Context: an optimization exercise on an open-source flow, tuned for small area. The choices shown serve that exercise and are no tape-out recipe.
The RTL was checked by simulation tests, not by an equivalence proof against the original design.
Power is estimated from default activity; no workload was simulated.

`flow/config.mk`:
```
export PLATFORM = sky130hd
export DESIGN_NAME = ecb
export DESIGN_NICKNAME = ecb
export VERILOG_FILES = /design/flow/design.v
export SDC_FILE = /design/flow/constraint.sdc
export NUM_CORES = 4
export LEC_CHECK = 0
export ABC_AREA = 1
export CAP_MARGIN = 20
export CORE_MARGIN = 2
export CORE_UTILIZATION = 40
export SLEW_MARGIN = 20
```
`flow/design.v`:
```
module ecb (
    input  wire        clk,
    input  wire        rst,         
    input  wire        in_valid,
    input  wire [7:0]  in_data,
    input  wire        in_last,
    output wire        in_ready,
    output reg         done,
    output reg  [3:0]  status,
    output reg  [63:0] rdata
);
    localparam [3:0] O_NOP = 4'd0, O_RD = 4'd1, O_VER = 4'd2, O_ILL = 4'd3,
                     O_BLD = 4'd4, O_BLDT = 4'd5, O_STA = 4'd6, O_SETTH = 4'd7,
                     O_INIT = 4'd8, O_SMP = 4'd9, O_CLS = 4'd10;
    reg  [3:0]   ph;           
    reg          clr;          
    reg  [4:0]   k;            
    reg  [3:0]   op;
    reg  [7:0]   b1;           
    reg          pend, run;
    reg  [11:0]  acc;
    reg          cy;
    reg          cmp_dec, cmp_lt, wrx;    
    reg          veq, bad_opc, nanf, mnz;
    reg          base_valid, delta_valid, wrap_rx, wrap_tx, th_valid;
    reg  [127:0] bs;    
    reg  [127:0] dl;    
    reg  [127:0] fa;    
    reg  [31:0]  th;    
    reg  [63:0]  sg;    
    wire [7:0] bs_m  = bs[127:120];
    wire [7:0] dl_m  = dl[127:120];
    wire [7:0] fa_m  = fa[127:120];
    wire [7:0] fa_j1 = fa[15:8];
    wire [7:0] th_m  = th[31:24];
    wire [7:0] sg_m  = sg[63:56];
    wire [7:0] rr_m  = rdata[7:0];
    wire [7:0] stage_main = rr_m;           
    wire [7:0] stage_j1   = sg[15:8];       
    function [8:0] add8;                 
        input [7:0] a, b;
        input       c;
        integer i;
        reg cc;
        begin
            cc = c;
            for (i = 0; i < 8; i = i + 1) begin
                add8[i] = a[i] ^ b[i] ^ cc;
                cc = (a[i] & b[i]) | (cc & (a[i] ^ b[i]));
            end
            add8[8] = cc;
        end
    endfunction
    function [4:0] inc5;                 
        input [4:0] a;
        input       c;
        integer i;
        reg cc;
        begin
            cc = c;
            for (i = 0; i < 5; i = i + 1) begin
                inc5[i] = a[i] ^ cc;
                cc = a[i] & cc;
            end
        end
    endfunction
    function [3:0] sub4;                 
        input [3:0] a, b;
        integer i;
        reg cc;
        begin
            cc = 1'b1;
            for (i = 0; i < 4; i = i + 1) begin
                sub4[i] = a[i] ^ ~b[i] ^ cc;
                cc = (a[i] & ~b[i]) | (cc & (a[i] ^ ~b[i]));
            end
        end
    endfunction
    function [3:0] opdec;
        input [7:0] b;
        case (b)
            8'h00: opdec = O_NOP;
            8'h01: opdec = O_RD;
            8'h10: opdec = O_BLD;
            8'h11: opdec = O_BLDT;
            8'h12: opdec = O_VER;
            8'h13: opdec = O_STA;
            8'h20: opdec = O_INIT;
            8'h21: opdec = O_SMP;
            8'h30: opdec = O_SETTH;
            8'h31: opdec = O_CLS;
            default: opdec = O_ILL;
        endcase
    endfunction
    function [4:0] oplen;
        input [3:0] o;
        case (o)
            O_NOP:   oplen = 5'd1;
            O_RD:    oplen = 5'd2;
            O_BLD:   oplen = 5'd7;
            O_BLDT:  oplen = 5'd7;
            O_VER:   oplen = 5'd13;
            O_STA:   oplen = 5'd13;
            O_INIT:  oplen = 5'd17;
            O_SMP:   oplen = 5'd18;
            O_SETTH: oplen = 5'd4;
            O_CLS:   oplen = 5'd10;
            default: oplen = 5'd0;
        endcase
    endfunction
    function [3:0] cpos;
        input [3:0] o;
        case (o)
            O_BLD, O_BLDT:  cpos = 4'd6;
            O_STA:          cpos = 4'd2;
            O_SETTH:        cpos = 4'd5;
            O_INIT:         cpos = 4'd8;
            O_SMP:          cpos = 4'd9;
            default:        cpos = 4'd3;
        endcase
    endfunction
    wire       stg  = (k != 5'd0) && (op[3:2] != 2'b00);
    wire       bld_t56 = (op == O_BLDT) && (k == 5'd5 || k == 5'd6);
    wire       bld_k36 = (op == O_BLD || op == O_BLDT) && (k == 5'd3 || k == 5'd4 || k == 5'd5 || k == 5'd6);
    wire [3:0] tpos = sub4(cpos(op), k[3:0]) ^ {bld_t56, bld_t56, bld_k36, 1'b0};
    assign in_ready = !pend && !run && (!stg || ph == tpos);
    wire accept = in_valid && in_ready;
    reg  [7:0] rsrc;      
    reg  [1:0] rring;     
    reg        rfromr;    
    reg  [3:0] rq;
    reg  [3:0] rn;
    reg        rok;
    wire [8:0] sum;
    wire [3:0] cnt = sub4(ph, rq);    
    wire       rwin = (rn == 4'd8) ? !cnt[3] :
                      (rn == 4'd3) ? (cnt[3:2] == 2'b00 && cnt[1:0] != 2'b11) :
                      (rn == 4'd2) ? (cnt[3:1] == 3'b000) : (cnt == 4'd0);
    wire       built  = (fa_m[2:0] != 3'd0);                 
    wire [7:0] csum_b = (cnt == 4'd6) ? ((b1 == 8'h29) ? {4'd0, acc[11:8]} : acc[7:0]) :
                        (cnt == 4'd7) ? {4'd0, acc[11:8]} : 8'd0;
    always @(*) begin
        rok    = 1'b1;
        rq     = 4'd0;
        rn     = 4'd1;
        rsrc   = 8'd0;
        rring  = 2'd0;
        rfromr = 1'b0;
        case (b1)
            8'h00: rsrc = {4'd0, status};
            8'h01: begin rfromr = 1'b1; rring = 2'd3; rq = 4'd1; end
            8'h10: begin rfromr = 1'b1; rq = 4'd5; end
            8'h11: begin rsrc = csum_b; rn = 4'd8; end              
            8'h12: begin rsrc = {7'd0, fa_m[7]}; rq = 4'd7; end
            8'h13: begin rfromr = (cnt == 4'd0); rsrc = {4'd0, fa_m[3:0]}; rq = 4'd6; rn = 4'd2; end
            8'h20: begin rsrc = built ? 8'hA0 : 8'h00; rq = 4'd4; end
            8'h21: begin rsrc = {7'd0, built}; rq = 4'd4; end
            8'h22, 8'h23: ;
            8'h24: begin rsrc = {5'd0, fa_m[2:0]}; rq = 4'd4; end
            8'h25: begin rfromr = 1'b1; rq = 4'd1; end
            8'h26: begin rfromr = 1'b1; rq = 4'd0; end
            8'h27: begin rfromr = 1'b1; rq = 4'd3; end
            8'h28: begin rfromr = 1'b1; rq = 4'd2; end
            8'h29: begin rsrc = (cnt == 4'd6) ? csum_b : 8'd0; rn = 4'd8; end
            8'h2A: begin rsrc = (cnt == 4'd6) ? csum_b : 8'd0; rn = 4'd8; end
            8'h30: begin rsrc = {7'd0, fa_m[3]};   rq = 4'd4; end
            8'h31: begin rsrc = {6'd0, fa_m[5:4]}; rq = 4'd4; end
            8'h32: begin rsrc = {6'd0, fa_m[7:6]}; rq = 4'd4; end
            8'h33: begin rfromr = 1'b1; rq = 4'd15; end
            8'h34: begin rfromr = 1'b1; rq = 4'd14; end
            8'h35: begin rfromr = 1'b1; rq = 4'd13; end
            8'h36: begin rfromr = 1'b1; rq = 4'd12; end
            8'h37: begin rfromr = 1'b1; rq = 4'd10; rn = 4'd2; end
            8'h38, 8'h39: begin rfromr = 1'b1; rq = 4'd8; rn = 4'd2; end
            8'h3A: begin rfromr = 1'b1; rq = 4'd10; rn = 4'd2; end
            8'h3B: begin rsrc = {7'd0, (cnt == 4'd2) && !cy}; rq = 4'd10; rn = 4'd3; end    
            8'h40: begin rfromr = 1'b1; rring = 2'd1; rq = 4'd0; rn = 4'd8; end
            8'h41: begin rfromr = 1'b1; rring = 2'd1; rq = 4'd8; rn = 4'd8; end
            8'h42: rsrc = {7'd0, base_valid};
            8'h43: begin rfromr = 1'b1; rring = 2'd2; rq = 4'd0; rn = 4'd8; end
            8'h44: begin rfromr = 1'b1; rring = 2'd2; rq = 4'd8; rn = 4'd8; end
            8'h45: rsrc = {7'd0, delta_valid};
            8'h46: rsrc = {7'd0, wrap_rx};
            8'h47: rsrc = {7'd0, wrap_tx};
            8'h50: begin rfromr = 1'b1; rring = 2'd3; rq = 4'd0; end
            8'h51: begin rfromr = 1'b1; rring = 2'd3; rq = 4'd3; end
            8'h52: begin rfromr = 1'b1; rring = 2'd3; rq = 4'd2; end
            8'h53: rsrc = {7'd0, th_valid};
            8'h54: begin rsrc = {6'd0, fa_m[5:4]}; rq = 4'd7; end
            8'h55: begin rsrc = {7'd0, fa_m[6]};   rq = 4'd7; end
            default: rok = 1'b0;
        endcase
    end
    reg [3:0] fcode;
    always @(*) begin
        fcode = 4'd0;
        if (op == O_ILL)
            fcode = 4'd1;
        else if (k != oplen(op))
            fcode = 4'd2;
        else if ((op == O_SMP || op == O_CLS) && b1[7:1] != 7'd0)
            fcode = 4'd8;
        else begin
            case (op)
                O_RD:          if (!rok) fcode = 4'd7;
                O_BLD, O_BLDT: if (bad_opc) fcode = 4'd3;
                O_SMP:         if (!base_valid) fcode = 4'd4;
                O_CLS:
                    if (b1[0]) begin
                        if (!th_valid) fcode = 4'd5;
                        else if (nanf) fcode = 4'd6;
                    end
                default: ;
            endcase
        end
    end
    wire ok   = (fcode == 4'd0);
    wire rdgo = (op == O_RD) && ok;
    wire xe   = run && ok && (op != O_RD);      
    wire [3:0] qs  = rdgo ? rq : (op == O_CLS) ? 4'd8 : 4'd0;    
    wire [4:0] ph1x = inc5({1'b0, ph}, 1'b1);
    wire [3:0] ph1 = ph1x[3:0];
    wire       rlate6 = (b1 == 8'h11) || (b1 == 8'h29) || (b1 == 8'h2A);
    wire       fin = rdgo ? (cnt == ((b1 == 8'h3B) ? 4'd9 : rlate6 ? 4'd13 : 4'd7)) : (ph1 == qs);
    wire rd_toff  = (b1[7:1] == 7'h1D);                
    wire rd_delta = (b1[7:1] == 7'h21) || (b1 == 8'h44);   
    wire rd_wrap  = b1[0] ? wrap_rx : wrap_tx;            
    reg [7:0] aa, bb;
    reg       ci;
    always @(*) begin
        aa = stage_main;
        bb = 8'd0;
        ci = 1'b0;
        if (op == O_RD) begin
            case (rring)
                2'd0: aa = (ph == 4'd4) ? {5'd0, fa_m[2:0]} : fa_m;    
                2'd1: aa = bs_m;
                2'd2: aa = dl_m;
                default: aa = th_m;
            endcase
            if (rd_toff) begin
                bb = ~fa_j1; ci = (ph == 4'd10) ? 1'b1 : cy;
            end else if (rd_delta) begin
                bb = {8{rd_wrap}}; ci = (ph[2:0] != 3'd0) && cy;
            end
        end else begin
            case (op)
                O_BLDT: begin                  
                    aa = (ph[3:1] == 3'b001) ? 8'd0 : stage_main;
                    bb = (ph[3:2] == 2'b00) ? stage_j1 : 8'd0;
                    ci = (ph == 4'd1) ? cy : 1'b0;
                end
                O_SMP: begin                   
                    bb = ~bs_m;
                    ci = (ph[2:0] == 3'd0) ? 1'b1 : cy;
                end
                O_CLS: begin                   
                    aa = acc[7:0]; bb = ~th_m; ci = 1'b1;
                end
                default: ;
            endcase
        end
    end
    assign sum = add8(aa, bb, ci);
    wire [11:0] acc_base = run ? ((ph == 4'd0) ? 12'h0A1 : acc)
                               : ((k == 5'd2) ? 12'd0 : acc);    
    wire [7:0]  acc_add  = run ? sum[7:0] : in_data;
    wire [8:0]  acc_lo   = add8(acc_base[7:0], acc_add, 1'b0);
    wire [4:0]  acc_hi   = inc5({1'b0, acc_base[11:8]}, acc_lo[8]);
    wire [11:0] acc_nx   = {acc_hi[3:0], acc_lo[7:0]};
    wire vok_c = (b1 == 8'd11) && (acc != 12'd0) && veq;
    wire okst  = vok_c && cmp_dec;
    wire [7:0]  u2  = rr_m;               
    wire [7:0]  u3  = sg[7:0];            
    wire [7:0]  u4  = sg[15:8];           
    wire [10:0] ue  = {u2[6:0], u3[7:4]};
    wire        u_nan   = (ue == 11'h7FF) && mnz;
    wire        u_zero  = (ue == 11'd0) && !mnz;
    wire        u_neg   = u2[7] && !u_zero;
    wire        u_big   = ue[10] && (ue[9:3] != 7'd0 || ue[2:0] == 3'd7);
    wire        u_small = !ue[10] && (ue[9:0] != 10'h3FF);
    wire [7:0]  um      = {1'b1, u3[3:0], u4[7:5]};
    reg  [7:0]  ux;
    always @(*) begin
        case (ue[2:0])
            3'd7: ux = {7'd0, um[7]};
            3'd0: ux = {6'd0, um[7:6]};
            3'd1: ux = {5'd0, um[7:5]};
            3'd2: ux = {4'd0, um[7:4]};
            3'd3: ux = {3'd0, um[7:3]};
            3'd4: ux = {2'd0, um[7:2]};
            3'd5: ux = {1'd0, um[7:1]};
            default: ux = um;
        endcase
        if (u_small)
            ux = 8'd0;
    end
    wire        u_lt = acc[8] || (!acc[9] && !sum[8]);    
    wire ctr_x  = xe && (op == O_INIT || op == O_SMP);
    wire [7:0] bs_in = ctr_x ? stage_main : (clr ? 8'd0 : bs_m);
    wire [7:0] dl_in = ctr_x ? ((op == O_SMP) ? sum[7:0] : 8'd0) : (clr ? 8'd0 : dl_m);
    reg  [7:0] fa_wm, fa_wd;       
    always @(*) begin
        fa_wm = 8'h00;
        fa_wd = sum[7:0];
        if (xe) begin
            case (op)
                O_BLD, O_BLDT:
                    if (ph[3:1] == 3'b010)                    
                        fa_wm = ph[0] ? 8'hFF : 8'h07;
                    else if (ph[3:2] == 2'b00)
                        fa_wm = 8'hFF;
                O_VER, O_STA: begin
                    if (ph == 4'd6) begin
                        fa_wm = 8'hFF; fa_wd = acc[7:0];
                    end else if (ph == 4'd7) begin
                        fa_wm = 8'h8F; fa_wd = {vok_c, 3'd0, acc[11:8]};
                    end else if (op == O_STA && ph == 4'd4) begin
                        fa_wm = 8'hF8;
                        fa_wd = okst ? {cmp_lt, wrx, 2'd0, 1'b1, 3'd0}
                                     : {2'd0, (b1 != 8'd11) ? 2'd1 : (!vok_c) ? 2'd2 : 2'd3, 4'd0};
                    end else if (op == O_STA && ph[3]) begin
                        fa_wm = 8'hFF; fa_wd = okst ? stage_main : 8'd0;
                    end
                end
                O_CLS:
                    if (ph == 4'd7) begin
                        fa_wm = b1[0] ? 8'h70 : 8'h40;
                        fa_wd = {1'b0, b1[0], cmp_lt, wrx, 4'd0};
                    end
                default: ;
            endcase
        end
    end
    wire [7:0] fa_in = (fa_wm & fa_wd) | (~fa_wm & (clr ? 8'd0 : fa_m));
    wire th_fw = run && !ok && (ph[1:0] == 2'b01);        
    wire th_we = th_fw || (xe && (op == O_SETTH) && (ph == 4'd2 || ph == 4'd3 || ph == 4'd4));
    reg  [7:0] fbit;
    always @(*) begin
        case (fcode)
            4'd1: fbit = 8'h01;
            4'd2: fbit = 8'h02;
            4'd3: fbit = 8'h04;
            4'd4: fbit = 8'h08;
            4'd5: fbit = 8'h10;
            4'd6: fbit = 8'h20;
            4'd7: fbit = 8'h40;
            default: fbit = 8'h80;
        endcase
    end
    wire [7:0] th_wd = th_fw ? (th_m | fbit) : stage_main;
    wire [7:0] th_in = th_we ? th_wd : (clr ? 8'd0 : th_m);
    wire       swr   = accept && stg;
    wire       k2to10 = (k[4:3] == 2'b00 && k[2:1] != 2'b00) || (k[4:2] == 3'b010 && k[1:0] != 2'b11);
    wire [7:0] sg_in = swr ? in_data : rr_m;
    wire [7:0] rd_in = (run && rdgo && rwin && !clr) ? (rfromr ? sum[7:0] : rsrc) : 8'd0;
    wire [7:0] rr_in = (run && rdgo) ? rd_in : sg_m;
    always @(posedge clk) begin
        bs    <= {bs[119:0], bs_in};
        dl    <= {dl[119:0], dl_in};
        fa    <= {fa[119:0], fa_in};
        th    <= {th[23:0], th_in};
        sg    <= {sg[55:0], sg_in};
        rdata <= {rr_in, rdata[63:8]};
        cy    <= sum[8];
    end
    always @(posedge clk) begin
        if (rst) begin
            ph      <= 4'd0;
            clr     <= 1'b1;
            k       <= 5'd0;
            pend    <= 1'b0;
            run     <= 1'b0;
            done    <= 1'b0;
            status  <= 4'd0;
            base_valid  <= 1'b0;
            delta_valid <= 1'b0;
            wrap_rx     <= 1'b0;
            wrap_tx     <= 1'b0;
            th_valid    <= 1'b0;
        end else begin
            ph   <= ph1;
            done <= 1'b0;
            if (ph == 4'd15)
                clr <= 1'b0;
            if (accept) begin
                if (k != 5'd31)
                    k <= inc5(k, 1'b1);
                if (k == 5'd0) begin
                    op   <= opdec(in_data);
                    nanf <= 1'b0;
                end
                if (k == 5'd1)
                    b1 <= in_data;
                if (in_last)
                    pend <= 1'b1;
                if (k != 5'd0) begin
                    case (op)
                        O_VER, O_STA: begin
                            if (k2to10)
                                acc <= acc_nx;
                            if (k == 5'd11)
                                veq <= (in_data == {4'd0, acc[11:8]});
                            if (k == 5'd12)
                                veq <= veq && (in_data == acc[7:0]);
                            if (k == 5'd2) begin
                                cmp_dec <= (in_data[7:2] == 6'd0);
                                cmp_lt  <= in_data[1];
                                wrx     <= in_data[0];
                            end
                        end
                        O_BLD:
                            if (k == 5'd2) bad_opc <= (in_data[7:3] != 5'd0) || (in_data[2:0] == 3'd0) || (in_data[2:1] == 2'b11);
                        O_BLDT:
                            if (k == 5'd2) bad_opc <= (in_data != 8'd4) && (in_data != 8'd5);
                        default: ;
                    endcase
                end
            end
            if (pend && ph1 == qs) begin
                pend <= 1'b0;
                run  <= 1'b1;
            end
            if (run) begin
                if (fin) begin
                    run    <= 1'b0;
                    done   <= 1'b1;
                    status <= fcode;
                    k <= 5'd0;
                end
            end
            if (run && op == O_RD && (ph[3:2] == 2'b00 || ph == 4'd4))      
                acc <= (ph == 4'd4 && !built) ? 12'd0 : acc_nx;
            if (xe) begin
                case (op)
                    O_INIT:
                        if (ph == 4'd0) begin
                            base_valid  <= 1'b1;
                            delta_valid <= 1'b0;
                            wrap_rx     <= 1'b0;
                            wrap_tx     <= 1'b0;
                        end
                    O_SMP: begin
                        if (ph == 4'd0)
                            delta_valid <= !b1[0];
                        if (ph == 4'd7)
                            wrap_rx <= !sum[8];
                        if (ph == 4'd15)
                            wrap_tx <= !sum[8];
                    end
                    O_SETTH:
                        if (ph == 4'd0)
                            th_valid <= 1'b1;
                    O_CLS: begin
                        if (ph[3:1] == 3'b101 || ph[3:2] == 2'b11)
                            mnz <= ((ph == 4'd10) ? 1'b0 : mnz) | (|stage_main);
                        if (ph == 4'd0)
                            mnz <= mnz | (|stage_main[3:0]);
                        if (ph == 4'd1) begin
                            nanf   <= b1[0] && u_nan;
                            acc    <= {2'b00, u_big, u_neg, ux};
                            cmp_lt <= 1'b1;
                            wrx    <= 1'b1;
                        end
                        if ((ph == 4'd2 || ph == 4'd3 || ph == 4'd4) && u_lt) begin
                            cmp_lt <= (ph == 4'd2);
                            wrx    <= (ph == 4'd3);
                        end
                    end
                    default: ;
                endcase
            end
        end
    end
endmodule
```
`flow/constraint.sdc`:
```
create_clock -name core_clock -period 10.0 [get_ports {clk}]
set_input_delay 2.0000 -clock core_clock [delete_from_list [all_inputs] [get_ports {clk}]]
set_output_delay 2.0000 -clock core_clock [all_outputs]
set_load 0.01 [all_outputs]
```
`flow/standard.sh`:
```
#!/bin/bash
# synth_recipe.tcl (not shown) runs the flow's synth.tcl, then flattens the netlist and writes it again
# the make line also repeats each setting of config.mk as NAME=value (left out here)
make -C /OpenROAD-flow-scripts/flow DESIGN_CONFIG=/design/flow/config.mk WORK_HOME=/design/flow/orfs CLKGATE_MAP_FILE= SYNTH_SCRIPT=/design/flow/synth_recipe.tcl "${@:-finish}"
```
`flow/flow/run.sh`:
```
#!/bin/bash
# The standard ORFS layout (the standard.sh) with these changes:
#  - every input and output port is still buffered, with the smallest buffer cell;
#  - clock tree synthesis uses small buffers, fixed sink clustering and no dummy loads.
set -euo pipefail
export BUFFER_PORTS_ARGS="-buffer_cell sky130_fd_sc_hd__buf_1"
export CTS_ARGS="-sink_clustering_enable -repair_clock_nets -buf_list sky130_fd_sc_hd__clkbuf_4 -sink_clustering_size 11 -sink_clustering_max_diameter 40 -dont_use_dummy_load"
bash standard.sh > standard_flow.log 2>&1
```
==> impl_metrics.json, run 1 <==
{
  "async_flop_share": 0,
  "num_vias": 13167,
  "crit_path_max_incr_delay_ns": 0.66,
  "reg2regPathDepth": 27,
  "finalSetupViolCount": 0,
  "yosysMostFrequentCell": "dfxtp_1",
  "max_freq_mhz": 117,
  "place_inst": 2451,
  "nNetsFinal": 1971,
  "core_area_um2": 46500,
  "min_path_cells": 0,
  "grt_pass1_wl_um": 78800,
  "cts_hold_buf": 0,
  "syn_avg_cell_area_um2": 10.5,
  "rsz0062_at_grt": "false",
  "clkLatencyLatePin_ns": 0.79,
  "worst_path_most_repeated_cell": "fa_1",
  "synth.area.top_cells": "dfxtp_1 61%, edfxtp_1 5.0%, nand2_1 4.4%",
  "hp-class": "reg2reg",
  "dieArea_um2": 48700,
  "power.leakage_nw": 8.18,
  "cts.sinks": 603,
  "syn_nets": 1844,
  "ant_nets": 0,
  "dp_hpwl_um": 41400,
  "post-cts-setup-buffers": 0,
  "port_buffers": 81,
  "synth_top_area_share": 0.609,
  "fin_cells": 2526,
  "worstHoldStart": "fa[63]",
  "clkTransAtPathRegs_ns": 0.09,
  "synthCells": 1792,
  "grt_pass1_vias": 12296,
  "drt-initial-drc-count": 1203,
  "tightest_slew_ns": 1.04,
  "routed_wl_um": 54100,
  "row_count": 79,
  "n_fill_cell": 4524,
  "r2r-start": "op[3]",
  "netlist_area_um2": 18800,
  "synth_warnings": 1,
  "synth_edf_count": 31,
  "fin_crit_sh": 0.853,
  "critPathSlowestCell": "nor2_1",
  "cp_max_fo": 9,
  "reg2reg_to": "acc[11]",
  "synth_top_flop_cell": "dfxtp_1",
  "yosysTopAreaCell": "dfxtp_1",
  "rrSetupSlack_ns": 1.47,
  "skew_ns": 0.0669,
  "initial_core_util": 0.405,
  "detail_route.wl_per_cell_um": 21.4,
  "cp.arrival_ns": 9.12,
  "drv_cap": 0,
  "max_slew_margin": 0.306,
  "finalHoldViolCount": 0,
  "pwr_density_cell_nw_per_um2": 234,
  "ys_seq_area_frac": 0.659,
  "cts_tree": "done",
  "worstPathRequired_ns": 10.58,
  "tns_ns": 0,
  "cts_buffers": 73,
  "crit_type": "reg2reg",
  "cts_htree_levels": 3,
  "cp-start-kind": "flip-flop",
  "dieWidth_um": 221,
  "holdWs_ns": 0.287,
  "grt_start_max_net_pins": 31,
  "drv_slew": 0,
  "grt_overflow_total": 0,
  "cts_resized": 0,
  "drc_errors": 0,
  "ys_top_cells_by_count": "572 x dfxtp_1, 220 x nand2_1, 171 x inv_1",
  "antenna_found_initial": 3,
  "root_buffer": "clkbuf_4",
  "end_kind": "flip-flop",
  "synth_cell_types": 62,
  "gp_congestion": 0.994,
  "post-route-min-period_ns": 8.53,
  "status": "finished clean",
  "ys_ff_latch": 603,
  "first_pass_iters": 5,
  "vdd_ir_drop_max_v": 0.000171,
  "seqCellArea_um2": 12400,
  "hold-path-endpoint": "fa[71]",
  "area_growth_pct": 8.03,
  "grt_use_total": 0.223,
  "die_height_um": 221,
  "viasPerCell": 5.21,
  "pin_count": 82,
  "clockBufferDepth": 3,
  "power_mw": 4.76,
  "layout-drive-gt1-share": 0.0798,
  "multi_input_area_um2": 5530
}
## flip-flops by register name, indices dropped and copies added (netlist names), 4 cells and up, named ones only
name and flops:
rdata 64, op 4, ph 4, sg 64, b1 8, fa 128
status 4, dl 128, th 32, k 5, acc 12, bs 128
## stage by stage
stage	utilization	worst slack, ns	cell area [µm²]
6_report	0.437	1.47	20300
5_1_grt	0.437	1.10	20300
4_1_cts	0.437	1.61	20300
3_5_place_dp	0.425	1.63	19800
3_3_place_gp	0.425	1.94	19800
2_1_floorplan	-	2.79	18800
## how the worst max path moves through the flow
stage | depth (start not counted) | slack (ns) | endpoint | from
final | 27 | 1.47 | acc[11] | op[3]
after global placement | 27 | 1.94 | acc[11] | op[3]
after CTS | 27 | 1.61 | acc[11] | op[3]
after floorplan | 27 | 2.79 | acc[11] | op[1]
after global routing | 27 | 1.10 | acc[11] | op[3]
after detailed placement | 27 | 1.63 | acc[11] | op[3]
## cells by family after synthesis
family / share of synthesized area
xor gates and xnor gates: 0.0116
DFF: 0.659
buffers and inverters: 0.0477
adders and majority gates: 0.0342
AOI/OAI and AO/OA: 0.111
and+or+nand+nor: 0.137
## critical path: cells and delay by family (launching register included)
kind	cells	cell delay [ns]
flip-flops	1	0.42
buffers and inverters	4	0.60
XOR/XNOR	1	0.20
adder cells (fa/ha/maj)	12	4.90
AO/OA/AOI/OAI	6	1.00
AND/OR/NAND/NOR	4	1.23
## metal layers
metal,GRT usage,routed length (µm)
met5,0,0
met4,0.100,2090
met3,0.0422,3310
met2,0.339,23600
met1,0.310,25200
## where the power goes
group / internal, mW / switching [mW] / leakage, nW
logic: 0.297 / 0.656 / 2.93
clock network: 0.337 / 0.685 / 0.336
registers: 2.61 / 0.173 / 4.92
## cell usage in the layout, fill, tap and decap left out, types with 15 or more instances in the layout
cell type / netlist / final
a21oi_1: 86 / 86
inv_1: 171 / 171
edfxtp_1: 31 / 31
nand4_1: 22 / 22
o21ai_1: 18 / 18
a22oi_1: 15 / 15
dfxtp_1: 572 / 572
nand2_1: 220 / 220
clkbuf_4: 0 / 73
nor4_1: 17 / 16
inv_2: 16 / 16
ha_1: 21 / 21
nand3_1: 73 / 73
nor3_1: 36 / 35
o22ai_1: 29 / 29
buf_1: 3 / 81
o21ai_0: 109 / 109
nor2_1: 134 / 134
fa_1: 19 / 19
## cell type report
class                   instances  area share
diodes                          2    0.000246
multi-input cells             962       0.272
flip-flops and latches        603       0.610
inverters                     190      0.0354
repair buffers                 89      0.0179
clock buffers                  73      0.0270
well taps                     607      0.0374
==> run 2: changes to the inputs <==
--- a/flow/design.v
+++ b/flow/design.v
@@ -320,7 +320,7 @@
                         fa_wd = okst ? {cmp_lt, wrx, 2'd0, 1'b1, 3'd0}
                                      : {2'd0, (b1 != 8'd11) ? 2'd1 : (!vok_c) ? 2'd2 : 2'd3, 4'd0};
                     end else if (op == O_STA && ph[3]) begin
-                        fa_wm = 8'hFF; fa_wd = okst ? stage_main : 8'd0;
+                        fa_wm = 8'hFF; fa_wd = okst ? sum[7:0] : 8'd0;    
                     end
                 end
                 O_CLS:
==> run 2 against run 1 <==
  * Via count fell by 0.87%
  * Count of clock-buffer cells in the layout did not move
  * Still clean
  * Sequential power barely moved
  * Routed wire length rose by 2.3%
  * Flip-flop and latch count did not move
  * Design area fell by 0.89%
  * Combinational power fell by 2.7%
  * Clock skew rose by 0.013 ns
==> impl_metrics.json, run 2 <==
{
  "status": "finished clean",
  "drc_errors": 0,
  "core_area_um2": 45600,
  "setup_slack_ns": 1.66,
  "cp.arrival_ns": 8.94,
  "vdd_ir_drop_max_v": 0.000157,
  "area_growth_pct": 8.59,
  "synth_warnings": 1,
  "routed_wl_um": 55400,
  "multi_input_area_um2": 5280,
  "max_freq_mhz": 120,
  "mostFrequentLayoutCells": "572 x dfxtp_1, 226 x nand2_1, 175 x inv_1, 147 x nor2_1, 122 x o21ai_0",
  "layout_commonest_cell": "dfxtp_1",
  "hp-class": "reg2reg",
  "skew_ns": 0.0803,
  "p_clk_frac": 0.216,
  "ys_ff_latch": 603,
  "seqCellArea_um2": 12400,
  "pin_count": 82,
  "dieWidth_um": 219,
  "max_slew_margin": 0.210,
  "num_vias": 13052,
  "cts_buffers": 73,
  "dieArea_um2": 48100,
  "synth_top_flop_cell": "dfxtp_1",
  "fin_cells": 2524,
  "antenna_found_initial": 2,
  "gp_congestion": 1.01,
  "place_ws_ns": 1.82,
  "async_flop_share": 0,
  "nNetsFinal": 1974,
  "pwr_density_cell_nw_per_um2": 237,
  "grt_start_max_net_pins": 31,
  "synthCells": 1780,
  "drt-initial-drc-count": 1233,
  "holdWs_ns": 0.272,
  "placed_area_um2": 19600,
  "clockBufferDepth": 3,
  "synth_cell_types": 55,
  "cts.sinks": 603,
  "tns_ns": 0,
  "reg.largest.list": "bs (128), dl (128), fa (128)",
  "end_kind": "flip-flop",
  "dp_hpwl_um": 42800,
  "drv_slew": 0,
  "die_height_um": 219,
  "cts_htree_levels": 3,
  "cts_tree": "done",
  "grt_use_total": 0.232,
  "initial_core_util": 0.407,
  "syn_avg_cell_area_um2": 10.4,
  "seq_power_share": 0.590,
  "power.leakage_nw": 8.13,
  "yosysMostFrequentCell": "dfxtp_1",
  "layout-drive-gt1-share": 0.0703,
  "synth.area.top_cells": "dfxtp_1 62%, edfxtp_1 5.0%, nand2_1 4.6%",
  "clkTransAtPathRegs_ns": 0.10,
  "synth_edf_count": 31,
  "post-route-util": 0.442,
  "cts_resized": 0,
  "n_fill_cell": 4403,
  "design_area_um2": 20100,
  "row_count": 78,
  "cp-start-kind": "flip-flop",
  "netlist_area_um2": 18500,
  "ys_top_cells_by_count": "572 x dfxtp_1, 226 x nand2_1, 175 x inv_1",
  "grt_pass1_wl_um": 80400,
  "root_buffer": "clkbuf_4",
  "detail_route.wl_per_cell_um": 21.9,
  "crit_type": "reg2reg",
  "switchingPower_mw": 1.49,
  "fin_crit_sh": 0.834,
  "place_inst": 2447,
  "ys_seq_area_frac": 0.668,
  "syn_nets": 1832,
  "p_int_mw": 3.28,
  "yosysTopAreaCell": "dfxtp_1",
  "ant_nets": 0,
  "port_buffers": 81,
  "cp_max_fo": 11,
  "finalHoldViolCount": 0,
  "rsz0062_at_grt": "false",
  "finalSetupViolCount": 0,
  "cts_hold_buf": 0,
  "grt_pass1_vias": 12457,
  "switching_share": 0.313,
  "post-cts-setup-buffers": 0,
  "p_comb_frac": 0.194,
  "grt_overflow_total": 0,
  "power_mw": 4.77,
  "tightest_slew_ns": 1.17,
  "synth_top_area_share": 0.618,
  "worstPathRequired_ns": 10.60,
  "first_pass_iters": 8,
  "clkLatencyLatePin_ns": 0.83,
  "drv_cap": 0,
  "post-route-min-period_ns": 8.34,
  "viasPerCell": 5.17
}
run 2: changes by cell type in the layout (fill, tap and decap cells not counted), sizes merged, moves of 4 or more:
cell,change
nor4,-11
nor2,+6
a21oi,-6
o21ai,+4
nand3,+5
buf,+8
nand2,+4
run 2: power groups by stage:
| stage | sequential (mW) | combinational, mW | clock, mW |
|---|---|---|---|
| 2_1_floorplan | 2.87 | 0.476 | 0 |
| 5_1_grt | 2.84 | 1.01 | 1.18 |
| 3_3_place_gp | 2.86 | 0.914 | 0 |
| 3_5_place_dp | 2.87 | 0.912 | 0 |
| 6_report | 2.81 | 0.927 | 1.03 |
| 4_1_cts | 2.82 | 0.917 | 1.09 |
run 2: layout make-up:
| cell class | instances | area share |
|---|---|---|
| tap | 600 | 0.0373 |
| inverter | 194 | 0.0363 |
| multi-input combinational | 953 | 0.262 |
| clock buffer | 73 | 0.0272 |
| antenna | 4 | 0.000497 |
| sequential | 603 | 0.615 |
| timing repair buffer | 97 | 0.0211 |
run 2: kinds of logic after synthesis:
family	Yosys count	synth area share
xor gates and xnor gates	24	0.0113
and+or+nand+nor	559	0.132
DFF	603	0.668
adders and majority gates	40	0.0347
AOI/OAI and AO/OA	330	0.107
buffers and inverters	224	0.0470
run 2: path summary, 6_finish.rpt:
check        cells after the start  slack [ns]  startpoint       to
max                             25        1.66       b1[5]  acc[11]
min                              0        0.27     dl[111]  dl[119]
max reg2reg                     25        1.66       b1[5]  acc[11]
min reg2reg                      0        0.27     dl[111]  dl[119]
run 2: metal layers:
layer / part of all wire / GRT usage / vias to the layer above / wire, µm
met5: 0 / 0 / - / 0
met3: 0.073 / 0.0470 / 121 / 4070
met4: 0.050 / 0.122 / 0 / 2780
met2: 0.45 / 0.362 / 573 / 24800
li1: - / - / 6185 / -
met1: 0.43 / 0.305 / 6173 / 23700
run 2: worst max-delay path: stages, from the launching register on:
cell and delay, ns:
edfxtp_1 0.46, inv_2 0.10, nand2_1 0.05, nor2_1 0.70, o21ai_0 0.32, nand3_1 0.31
o21ai_0 0.11, a21oi_1 0.22, o21ai_0 0.17, fa_1 0.43, fa_1 0.47, fa_1 0.46
fa_1 0.46, fa_1 0.46, fa_1 0.47, fa_1 0.61, nand2_1 0.11, o21ai_0 0.11
fa_1 0.46, fa_1 0.45, ha_1 0.21, ha_1 0.20, ha_1 0.20, xor2_1 0.18
o21ai_0 0.11, a221oi_1 0.31

## what the ideal ports hide
The results above use ideal ports. As a check the final layouts listed here were re-extracted and re-timed, cells and wires unchanged.
Step 1 (the two cells are an assumption about what drives the block):
set clk [get_ports {clk}]
set_driving_cell -lib_cell sky130_fd_sc_hd__clkbuf_16 $clk
set_driving_cell -lib_cell sky130_fd_sc_hd__buf_2 [delete_from_list [all_inputs] $clk]
Step 2 times the ports against the registers' clock, not the clock port: input delays grow and output delays shrink by t, the midpoint of the rising clock arrivals with the driver on.
Slacks: ideal ports / drivers / drivers and shift; pairs: ideal ports / drivers.
run | t (ns) | setup slack, ns | hold WS [ns] | worst setup path after step 2 | cell pins on the clock port's net
run 1 | 0.816 | 1.466 / 1.466 / 1.466 | 0.287 / 0.287 / 0.287 | register to register | 1
run 2 | 0.841 | 1.661 / 1.661 / 1.661 | 0.272 / 0.272 / 0.272 | register to register | 1
After both steps setup and hold are still met in every run listed.
